From an optimization exercise on the open Yosys and OpenROAD flow, aimed at small area and a short achievable clock period; shortcuts taken in it are not production practice.
In this exercise RTL edits were held to simulation tests only and were not proved equivalent to the original.
No activity file was given, so power comes from the tool's default toggle rates.

Setup of run 1:
Design cap_bounds_decoder, start of the top module:
module cap_bounds_decoder (
    input  wire         clk,
    input  wire         rst,
    input  wire         in_valid,
    input  wire [2:0]   in_ver,
    input  wire [128:0] in_cap,
    output reg          out_valid,
    output reg          out_err,
    output reg          out_tag,
    output reg  [17:0]  out_perms,
    output reg  [18:0]  out_otype,
    output reg          out_ie,
    output reg  [15:0]  out_bottom,
    output reg  [13:0]  out_top,
    output reg  [7:0]   out_flags,
    output reg  [63:0]  out_value,
    output reg  [63:0]  out_base,
    output reg  [64:0]  out_limit,
    output reg  [5:0]   out_exponent,
    output reg  [63:0]  out_repb,
    output reg  [64:0]  out_rept
);
==> flow/config.mk <==
export PLATFORM = sky130hd
export DESIGN_NAME = cap_bounds_decoder
export DESIGN_NICKNAME = cap_bounds_decoder
export VERILOG_FILES = /design/flow/design.v
export SDC_FILE = /design/flow/constraint.sdc
export NUM_CORES = 4
export LEC_CHECK = 0
export CAP_MARGIN = 20
export CORE_MARGIN = 2
export CORE_UTILIZATION = 40
export SLEW_MARGIN = 20
==> flow/constraint.sdc <==
create_clock -name core_clock -period 26.0 [get_ports {clk}]
set_input_delay 5.2000 -clock core_clock [delete_from_list [all_inputs] [get_ports {clk}]]
set_output_delay 5.2000 -clock core_clock [all_outputs]
set_load 0.01 [all_outputs]
standard.sh (not shown) runs the stock make flow with config.mk's settings and CLKGATE_MAP_FILE= SYNTH_SCRIPT=/design/flow/synth_recipe.tcl, a recipe that flattens the netlist after the stock synthesis.
==> flow/flow/run.sh <==
#!/bin/bash
# Layout flow: the standard.sh, with these changes in how the layout is
# made; it is still laid out and signed off at the design's clock period
# and constraints:
#  - synthesis uses flow/synth_area.tcl (see there; registers as standard),
#  - ports are buffered with plain buf_1 cells,
#  - timing repair up to and including CTS aims at a setup margin of
#    19.7 ns; later repair (after global routing) at 19.5 ns.
# Each step's full output is in the log named below and in orfs/logs.
set -uo pipefail
cd "$(dirname "$0")/.."
W=$PWD
export BUFFER_PORTS_ARGS="-buffer_cell sky130_fd_sc_hd__buf_1"
sed "s#SYNTH_SCRIPT=[^ ]*#SYNTH_SCRIPT=$W/flow/synth_area.tcl#" standard.sh > flow_synth.sh
bash flow_synth.sh synth > flow_synth.log 2>&1 || exit 1
SETUP_SLACK_MARGIN=19.7 bash standard.sh cts > flow_to_cts.log 2>&1 || exit 1
SETUP_SLACK_MARGIN=19.5 bash standard.sh finish > flow_finish.log 2>&1
==> flow/flow/abc_area_map.script <==
strash
dch
map -a
topo
==> flow/flow/synth_area.tcl <==
# The standard synthesis (synth_recipe.tcl: ORFS synth.tcl without the fsm
# and share passes, then flattened and renamed), with two changes that only
# touch the combinational mapping (flip-flops are mapped exactly as there):
#  - no full/half-adder extraction (ADDER_MAP_FILE empty),
#  - ABC maps with flow/abc_area_map.script (area-oriented mapping)
#    instead of ORFS's speed script.
set ::abc_map_script [file join [file dirname [file normalize [info script]]] abc_area_map.script]
proc synth {args} { yosys synth -nofsm -noshare {*}$args }
set ::env(ADDER_MAP_FILE) ""
proc abc {args} {
  set keep {}
  set skip 0
  foreach a $args {
    if {$skip} { set skip 0; continue }
    if {$a eq "-script" || $a eq "-D"} { set skip 1; continue }
    lappend keep $a
  }
  yosys abc -script $::abc_map_script {*}$keep
}
source $::env(SCRIPTS_DIR)/synth.tcl
# left out here: clear keep_hierarchy, flatten, clean up, hide names made inside functions, write 1_2_yosys.v
Run 1: no failed stages, no open violations at the end
Changes in run 2 relative to run 1:
Settings: CORE_UTILIZATION changed from 40 to 50.
diff --git a/flow/flow/synth_area.tcl b/flow/flow/synth_area.tcl
--- a/flow/flow/synth_area.tcl
+++ b/flow/flow/synth_area.tcl
@@ -5,3 +5 @@
-#  - ABC maps with flow/abc_area_map.script (area-oriented mapping)
-#    instead of ORFS's speed script.
-set ::abc_map_script [file join [file dirname [file normalize [info script]]] abc_area_map.script]
+#  - ABC maps with its default script instead of ORFS's speed script.
@@ -18 +16 @@
-  yosys abc -script $::abc_map_script {*}$keep
+  yosys abc {*}$keep
removed: flow/flow/abc_area_map.script
- The flow did not stop early for run 2: all stages ran, and the layout cleared the timing, design-rule and antenna checks.
- Share of the yosys chip area belonging to registers: run 2 vs run 1 down 1.9 points
- On run 2: global-route total usage across every layer is 6.4 points higher than what run 1 gave.
- As of run 2, overall power after layout had risen by a little under 10% compared to run 1.
- Cell area after layout for run 2: about 1.6% down relative to run 1
- Looking at depth of the worst register-to-register path, run 2 sits below run 1.
- Against run 1, total number of nets in the final design in run 2 fell by more than 10%.
- Run 2 vs run 1 on floorplan die area: run 2 is the lower one.
- The lower parity-gate share of the synthesized area counting xor and xnor cells of run 2 and run 1 is in run 1.
- Sort run 2 and run 1 by global routing usage on met3, descending, and run 1 comes first.
## Diff of input files: run 3 against run 2
diff --git a/flow/flow/run.sh b/flow/flow/run.sh
--- a/flow/flow/run.sh
+++ b/flow/flow/run.sh
@@ -8 +8 @@
-#    19.7 ns; later repair (after global routing) at 19.5 ns.
+#    19.8 ns; later repair (after global routing) at 19.65 ns.
@@ -16,2 +16,2 @@
-SETUP_SLACK_MARGIN=19.7 bash standard.sh cts > flow_to_cts.log 2>&1 || exit 1
-SETUP_SLACK_MARGIN=19.5 bash standard.sh finish > flow_finish.log 2>&1
+SETUP_SLACK_MARGIN=19.8 bash standard.sh cts > flow_to_cts.log 2>&1 || exit 1
+SETUP_SLACK_MARGIN=19.65 bash standard.sh finish > flow_finish.log 2>&1
### Flow results
- Run 2 has completed all stages; timing, DRC and antenna checks passed.
- Run 3 did not stop at any stage, and its layout met the timing, design-rule and antenna checks.
- [compare] base=run 2 new=run 3: utilization after layout now larger, global-route wire length before repair now sits higher, relative area change from synthesis to final layout now sits higher.
Inputs modified between run 3 and run 4:
Settings: CORE_UTILIZATION changed from 50 to 40.
diff --git a/flow/flow/run.sh b/flow/flow/run.sh
--- a/flow/flow/run.sh
+++ b/flow/flow/run.sh
@@ -8 +8 @@
-#    19.8 ns; later repair (after global routing) at 19.65 ns.
+#    19.7 ns; later repair (after global routing) at 19.5 ns.
@@ -16,2 +16,2 @@
-SETUP_SLACK_MARGIN=19.8 bash standard.sh cts > flow_to_cts.log 2>&1 || exit 1
-SETUP_SLACK_MARGIN=19.65 bash standard.sh finish > flow_finish.log 2>&1
+SETUP_SLACK_MARGIN=19.7 bash standard.sh cts > flow_to_cts.log 2>&1 || exit 1
+SETUP_SLACK_MARGIN=19.5 bash standard.sh finish > flow_finish.log 2>&1
### Flow results
Summary: routed wire length, run 4 better than run 3. Run 3 → run 4: upper clock frequency limit about even; area overhead of the layout relative to synthesis fell 5.7 points; total internal power fell 5.6%; core area rose about 25%. Run 4: count of plain and timing-repair buffers in the layout 2 above run 3. Share of post-route cells with drive strength above 1: run 4 vs run 3 down 12 points. Of the two values seen for startpoint-to-endpoint class of the critical path, flop to flop was produced by run 4 and primary input to flop by run 3.
Relative to run 4, the following input files were edited for run 5:
diff --git a/flow/flow/run.sh b/flow/flow/run.sh
--- a/flow/flow/run.sh
+++ b/flow/flow/run.sh
@@ -8 +8 @@
-#    19.7 ns; later repair (after global routing) at 19.5 ns.
+#    19.6 ns; later repair (after global routing) at 0 ns.
@@ -16,2 +16,2 @@
-SETUP_SLACK_MARGIN=19.7 bash standard.sh cts > flow_to_cts.log 2>&1 || exit 1
-SETUP_SLACK_MARGIN=19.5 bash standard.sh finish > flow_finish.log 2>&1
+SETUP_SLACK_MARGIN=19.6 bash standard.sh cts > flow_to_cts.log 2>&1 || exit 1
+SETUP_SLACK_MARGIN=0 bash standard.sh finish > flow_finish.log 2>&1
==> notes.md <==
Run 4 finished every step from synthesis to the final layout, and the layout passed the timing, design-rule and antenna checks. Run 5 completed end to end with timing, DRC and antenna clean. Between run 4 and run 5, the difference in switching part of the total power is negligible. Non-clock buffer contribution to total cell area, run 4 and run 5, higher one = run 4. ~same number of search-and-repair iterations in the first detailed-routing pass in run 4 and run 5. In run 5 the total of plain and repair buffers excluding clock buffers turned out about 1.2% lower than in run 4. Between run 4 and run 5, the met2 usage in global routing is lower for run 5.

==> separate check: timing with driven ports <==
No port has a modelled driver above. Below, the same layouts with a new extraction and two added sets of constraints.
Step 1, drivers: a clkbuf_16 drives clk and a buf_2 each remaining input, both assumed.
Step 2 moves the port delays by t, midway between the first and last clock arrival at a register: inputs arrive t later, outputs are due t later. That takes back most of the time a late clock gives input paths.
a / b / c = no drivers / after step 1 / after step 2; a / b = the first two.
| run | shift t [ns] | setup WS [ns] | worst register clock-pin slew, ns |
|---|---|---|---|
| run 1 | 0.668 | 19.627 / 19.627 / 19.213 | 0.08 / 0.08 |
| run 2 | 0.647 | 19.587 / 19.587 / 19.219 | 0.07 / 0.07 |
| run 3 | 0.675 | 19.665 / 19.611 / 19.016 | 0.07 / 0.07 |
| run 4 | 0.653 | 19.683 / 19.639 / 19.288 | 0.08 / 0.08 |
| run 5 | 0.669 | 19.437 / 19.437 / 19.227 | 0.07 / 0.07 |
After both steps setup and hold are still met in every run listed. For run 3, which loses most, drivers alone change the setup slack by -0.054 ns; drivers and shift together by -0.649 ns.
